This design comes from an exercise in tuning for small area, a short achievable clock period and few clock cycles on the open sky130 flow, not from production work.
Only simulation tests tie the RTL to the original design; equivalence was not proved.
No activity file was given, so power comes from the tool's default toggle rates.

== job 5671 ==
Design fcodec, start of the top module:
module fcodec (
    input  wire         clk,
    input  wire         rst,             
    input  wire         cfg_variant_b,   
    input  wire         cfg_deadline,    
    input  wire [3:0]   cfg_retry_limit, 
    input  wire         cfg_rx_verify,
    input  wire         cfg_rx_unstuff,
    input  wire         cfg_b_countbyte, 
    input  wire         cmd_valid,
    output wire         cmd_ready,
    input  wire [7:0]   cmd_op,
    input  wire [2:0]   cmd_name,
    input  wire [7:0]   cmd_dev,
    input  wire [3:0]   cmd_count,
    input  wire [95:0]  cmd_values,      
    output reg          busy,
    output reg          done,
    output reg          err,
    output reg  [3:0]   fault,
    output reg  [1:0]   finfo,
    output reg  [2:0]   rcount,
    output reg          rvalid,
    output wire [101:0] rv,              
    output reg          tx_valid,
    input  wire         tx_ready,
    output reg  [7:0]   tx_data,
    output reg          tx_last,
    input  wire         tx_fail,         
    output reg          rx_req,          
    input  wire         rx_valid,
    input  wire [7:0]   rx_data,
    input  wire         rx_end,          
    input  wire [1:0]   rx_status        
);
Size: ~200 flip-flops.
clock: 8.0 ns
lec_check: 0
abc_area: 1
cap_margin: 50
core_margin: 2
core_utilization: 45
cts_cluster_diameter: 80
cts_cluster_size: 25
place_density: 0.6
setup_slack_margin: 5
slew_margin: 50
tns_end_percent: 20
standard.sh (not shown) runs the stock make flow with config.mk's settings and CLKGATE_MAP_FILE= SYNTH_SCRIPT=/design/flow/synth_recipe.tcl, a recipe that flattens the netlist after the stock synthesis.
==> flow/flow/run.sh <==
#!/bin/bash
# Standard ORFS layout (the standard.sh, unchanged synthesis), with two
# changes to how the layout is optimised:
#  - the port buffers inserted at global placement are the plain buffer
#    sky130_fd_sc_hd__buf_1 instead of the default choice;
set -euo pipefail
export BUFFER_PORTS_ARGS="-buffer_cell sky130_fd_sc_hd__buf_1"
bash standard.sh SETUP_SLACK_MARGIN=5.3 finish > standard.log 2>&1
Testbench counts of job 5671, summed over its fixed seeds: cycles 99,641.
diff inputs: job 5671 => job 7663
Settings: swapping 45 for 50 in CORE_UTILIZATION; clearing TNS_END_PERCENT, which used to be 20.
- The final layout from job 7663, which completed every stage, passed the timing, design-rule and antenna checks at the end of the flow.
- Job 7663: synthesis-to-finish area growth 0.58 points above job 5671
- Uppermost layer routed = met5: job 5671; uppermost layer routed = met4: job 7663
- Job 5671 → job 7663: number of resized instances in the post-cts repair step has increased, number of DRC markers after the initial detailed-route iteration now smaller.
- Job 7663 ended up with rv[66] as its capture point of the worst path; job 5671 ended up with rv[63].
diff inputs: job 7663 => job 8812
Settings: swapping 50 for 45 in CORE_UTILIZATION.
--- a/flow/flow/run.sh
+++ b/flow/flow/run.sh
@@ -7,2 +7,2 @@
 export BUFFER_PORTS_ARGS="-buffer_cell sky130_fd_sc_hd__buf_1"
-bash standard.sh SETUP_SLACK_MARGIN=5.3 finish > standard.log 2>&1
+bash standard.sh SETUP_SLACK_MARGIN=5.25 finish > standard.log 2>&1
Results
Maximum fanout count along the critical path: higher on job 8812. Diff job 7663 and job 8812: post-route cell area lower in job 8812. Job 8812 against job 7663: internal power contribution closely matched the old numbers; final worst slack -0.049 ns; power per cell area increased 0.94%; multi-input combinational area share held. Looking at maximum frequency across both flows, job 8812 is the weaker of the two, with job 7663 ahead. Shortest period the worst path allows is higher on job 8812. Compared job 8812 vs job 7663, and layout-stage area growth over the synthesis result is down in job 8812. Diff job 7663 -> job 8812 | routed length on met3 | down by more than 10%. Maximum root-to-sink buffer count came out exactly the same in job 7663 and job 8812.
## Diff of input files: job 7215 against job 8812
Settings: changing PLACE_DENSITY from 0.6 to 0.65.
--- a/flow/flow/run.sh
+++ b/flow/flow/run.sh
@@ -7,2 +7,2 @@
 export BUFFER_PORTS_ARGS="-buffer_cell sky130_fd_sc_hd__buf_1"
-bash standard.sh SETUP_SLACK_MARGIN=5.25 finish > standard.log 2>&1
+bash standard.sh SETUP_SLACK_MARGIN=5.3 finish > standard.log 2>&1
==> run notes <==
- Post-layout minimum cycle time on job 7215 is down relative to job 8812.
- A launching instance or port of the critical path of rvr[3][13]$_DFFE_PP_ is what job 7215 shows, while cmd_valid belongs to job 8812.
- Hold slack: job 7215 vs job 8812 down 0.0075 ns
- Of job 8812 and job 7215, the run reporting the lower final cell area excluding filler cells was job 8812.
- As far as synthesized cell area goes, job 7215 and job 8812 are indistinguishable; the numbers are identical.
- From job 8812 to job 7215 the numbers moved as follows: final weighted congestion in routability-driven placement went down by about 0.5%, non-clock buffer count in the final layout went up by 10, part of the total power dissipated in the clock network went down 1.4 points, power after layout has decreased.
- Summary — via count, job 7215 relative to job 8812: higher, by 213.
- | routed length on met1 | job 8812 vs job 7215 | ≈ equal |
- Slowest stage cell on the critical path: a21oi_1 -> job 8812, edfxtp_1 -> job 7215
- The area occupied by registers on job 7215 is in line with that on job 8812.

---

fcodec, a different RTL version from the one above (not shown whole).
For scale: about 1200 cells after synthesis, about 200 flip-flops, roughly 270 I/O pins, roughly 11000 um^2 of cells after synthesis.
export LEC_CHECK = 0
export CAP_MARGIN = 20
export CORE_MARGIN = 2
export CORE_UTILIZATION = 40
export PLACE_DENSITY = 0.6
export SETUP_SLACK_MARGIN = 5
export SLEW_MARGIN = 20
create_clock -name core_clock -period 8.0 [get_ports {clk}]
==> flow/flow/run.sh <==
#!/bin/bash
# Standard ORFS layout (the standard.sh, unchanged synthesis), with the
# port buffers inserted by global placement taken from the plain buffer
# sky130_fd_sc_hd__buf_1 instead of the default choice.
set -euo pipefail
export BUFFER_PORTS_ARGS="-buffer_cell sky130_fd_sc_hd__buf_1"
bash standard.sh finish > standard.log 2>&1
The first run completed with no timing, DRC or antenna violations.
Testbench counts at the start, summed over its fixed seeds: cycles 99,641.
Next try:
==> flow/run.sh (new file) <==
#!/bin/bash
# synth_recipe.tcl (not shown) runs the flow's synth.tcl, then flattens the netlist and writes it again
# the make line also repeats each setting of config.mk as NAME=value (left out here)
make -C /OpenROAD-flow-scripts/flow DESIGN_CONFIG=/design/flow/config.mk WORK_HOME=/design/flow/orfs CLKGATE_MAP_FILE= SYNTH_SCRIPT=/design/flow/synth_recipe.tcl finish
removed: flow/flow/run.sh
removed: flow/standard.sh
What happened:
- The new run finished clean
- worst setup slack gets worse by 84 ps
- combinational power climbs by 41%
- cell area climbs by 15%
- via count climbs by 2.2%
- wire length climbs by 1.5%
- utilization climbs by 7.4 points
- sequential power stays flat
- non-clock buffer count climbs by 79
- hold slack stays flat
- area after synthesis stays the same
- fmax drops by 2.6%

---

run 1:
Another version of the RTL of fcodec (not shown whole).
For scale: roughly 1300 cells after synthesis, about 270 I/O pins.
export LEC_CHECK = 0
export ABC_AREA = 1
export CAP_MARGIN = 50
export CORE_MARGIN = 2
export CORE_UTILIZATION = 45
export CTS_CLUSTER_DIAMETER = 80
export CTS_CLUSTER_SIZE = 25
export PLACE_DENSITY = 0.6
export SETUP_SLACK_MARGIN = 5
export SLEW_MARGIN = 50
create_clock -name core_clock -period 8.0 [get_ports {clk}]
==> flow/flow/run.sh <==
#!/bin/bash
# Standard ORFS layout (the standard.sh, unchanged synthesis), with two
# changes to how the layout is optimised:
#  - the port buffers inserted at global placement are the plain buffer
#    sky130_fd_sc_hd__buf_1 instead of the default choice;
set -euo pipefail
export BUFFER_PORTS_ARGS="-buffer_cell sky130_fd_sc_hd__buf_1"
bash standard.sh SETUP_SLACK_MARGIN=5.3 finish > standard.log 2>&1
Testbench counts of run 1, summed over its fixed seeds: cycles 99,641.
> inputs changed (run 1 -> run 2)
- PLACE_DENSITY: 0.6 -> 0.65
==> run notes <==
Run 2 vs run 1: count of buffers added by post-CTS timing repair for setup up
The run showing the greater global-route usage is run 2.
Area added between synthesis and finish of run 1 is on par with run 2.
The ratio of cells with drive above 1 in the final layout on run 2 is in line with that on run 1.
Compared run 1 against run 2; combinational power within noise.
Worst setup slack across run 1 and run 2: no real change.
Between run 1 and run 2, share of power burned in the clock network is lower for run 2, run 1 comes in above that.
Between run 2 and run 1, the clock edge transition at the registers on the reported setup and hold paths figures differ only marginally.
Compared to run 1, the routing of run 2 uses more wire.
There was hardly any difference in cell area after layout between run 2 and run 1.
Looking at run 1 and run 2, the data required time at the worst endpoint is a wash.
Input-level comparison between run 3 and run 2:
- changing PLACE_DENSITY from 0.65 to 0.6
- setting TNS_END_PERCENT to 20 for the first time
- The worst stage delay on the critical path of run 3 exceeds that of run 2 by 140 ps.
- Any difference in cell count between run 2 and run 3 is small enough to ignore.
- Iteration-0 DRC count of the detailed router was higher in the run labelled run 3.
- Run 3 does better than run 2 on number of vias in the routed layout.
- Reported for run 3 and run 2, number of tapcells turned out identical to the last digit.
- Worst hold slack ends up lower on run 3.
- Between run 3 and run 2, the difference in fraction of area in multi-input gates is negligible.
- | design area | run 3 vs run 2 | ≈ equal |
- In summary, run 3 completed successfully, with a layout that passed the timing, design-rule and antenna checks.
- Run 3 gives more proportion of power drawn by the clock network than run 2 did.
- Non-clock buffer count, run 3 and run 2: lower on run 3

---

## lagoon
Another version of the RTL of fcodec (not shown whole).
For scale: ~190 flip-flops, ~270 I/O pins, roughly 11000 um^2 of cells after synthesis.
export LEC_CHECK = 0
export ABC_AREA = 1
export CAP_MARGIN = 50
export CORE_MARGIN = 2
export CORE_UTILIZATION = 40
export CTS_CLUSTER_DIAMETER = 80
export CTS_CLUSTER_SIZE = 25
export PLACE_DENSITY = 0.6
export SETUP_SLACK_MARGIN = 5
export SLEW_MARGIN = 50
create_clock -name core_clock -period 8.0 [get_ports {clk}]
Scripts as last shown in full above: flow/flow/run.sh
lagoon | stages: all done | timing, DRC, antenna: all pass
Testbench counts of lagoon, summed over its fixed seeds: cycles 99,641.
Setup changes, lagoon to garnet
Settings: SLEW_MARGIN now 20, was 50; CAP_MARGIN now 20, was 50.
==> flow/flow/run.sh <==
#!/bin/bash
# Standard ORFS layout (the standard.sh, unchanged synthesis), with the
# port buffers inserted by global placement taken from the plain buffer
# sky130_fd_sc_hd__buf_1 instead of the default choice.
set -euo pipefail
export BUFFER_PORTS_ARGS="-buffer_cell sky130_fd_sc_hd__buf_1"
bash standard.sh finish > standard.log 2>&1
- Looking at DRC violation total after the first TritonRoute iteration across both flows, garnet is the stronger of the two, with lagoon trailing.
- Diff lagoon..garnet | fraction of the yosys area taken by sequential cells | unchanged
- Having completed the whole flow, garnet delivered a layout that passed the timing, design-rule and antenna checks.
- From garnet to lagoon, width of the die did not move at all.
- Diff garnet and lagoon: count of instances resized after the clock tree is built lower in garnet
- Of garnet and lagoon, it is garnet that has the lower number of iterations in the first detailed-routing pass.
Edits applied to the flow inputs when going from garnet to violet:
Settings: a change of SLEW_MARGIN from 20 to 50; a change of CAP_MARGIN from 20 to 50.
==> flow/flow/run.sh <==
#!/bin/bash
# Standard ORFS layout (the standard.sh, unchanged synthesis), with two
# changes to how the layout is optimised:
#  - the port buffers inserted at global placement are the plain buffer
#    sky130_fd_sc_hd__buf_1 instead of the default choice;
set -euo pipefail
export BUFFER_PORTS_ARGS="-buffer_cell sky130_fd_sc_hd__buf_1"
bash standard.sh SETUP_SLACK_MARGIN=5.2 finish > standard.log 2>&1
[summary]
Cell total after placement: garnet vs violet — no meaningful difference. Fraction of cell area in non-clock buffers ends up higher on violet. Re post-synthesis cell type count: no difference whatsoever between garnet and violet. Sort garnet and violet by sum of met2 wire segment lengths after detailed routing, descending, and violet comes first. Delta (violet minus garnet): highest ir drop seen on vdd dropped 25%; synthesis-to-finish area growth climbed 4.9 points.

[port drivers added, routing unchanged]
The results above use ideal ports. As a check the final layouts listed here were re-extracted and re-timed, cells and wires unchanged. Step 1 (the two cells are an assumption about what drives the block):
set clk [get_ports {clk}]
set_driving_cell -lib_cell sky130_fd_sc_hd__clkbuf_16 $clk
set_driving_cell -lib_cell sky130_fd_sc_hd__buf_2 [delete_from_list [all_inputs] $clk]
Step 2 adds t to the input delays and takes it off the output delays; t is the mean of the earliest and latest rising clock arrival at the registers after step 1. Input paths then give back, and output paths get back, about the clock's delay inside the block. Slacks: no drivers / after step 1 / after step 2; pairs: no drivers / after step 1.
run | t (ns) | setup WS [ns] | worst setup path at the end | slew at the worst register clock pin (ns) | cell pins on the clock port's net
job 5671 | 0.487 | 5.309 / 5.260 / 4.852 | input to register | 0.08 / 0.08 | 1
job 7663 | 0.477 | 5.334 / 5.288 / 4.896 | input to register | 0.08 / 0.08 | 1
job 8812 | 0.487 | 5.285 / 5.249 / 4.829 | input to register | 0.08 / 0.08 | 1
job 7215 | 0.488 | 5.303 / 5.252 / 4.929 | input to register | 0.09 / 0.09 | 1
the first run of note 2 | 0.573 | 4.871 / 4.885 / 4.311 | input to register | 0.07 / 0.07 | 1
the second run of note 2 | 0.556 | 4.788 / 4.803 / 4.247 | input to register | 0.06 / 0.06 | 1
run 1 | 0.485 | 5.326 / 5.276 / 4.948 | input to register | 0.09 / 0.09 | 1
run 2 | 0.484 | 5.323 / 5.276 / 4.989 | input to register | 0.08 / 0.08 | 1
run 3 | 0.486 | 5.264 / 5.222 / 4.896 | input to register | 0.08 / 0.08 | 1
lagoon | 0.489 | 5.302 / 5.252 / 4.846 | input to register | 0.09 / 0.09 | 1
garnet | 0.487 | 5.137 / 5.141 / 4.673 | input to register | 0.08 / 0.08 | 1
violet | 0.492 | 5.271 / 5.218 / 4.809 | input to register | 0.09 / 0.09 | 1
After both steps every run listed still meets setup and hold. For the first run of note 2, which loses most, drivers alone change the setup slack by +0.014 ns; drivers and shift together by -0.560 ns.
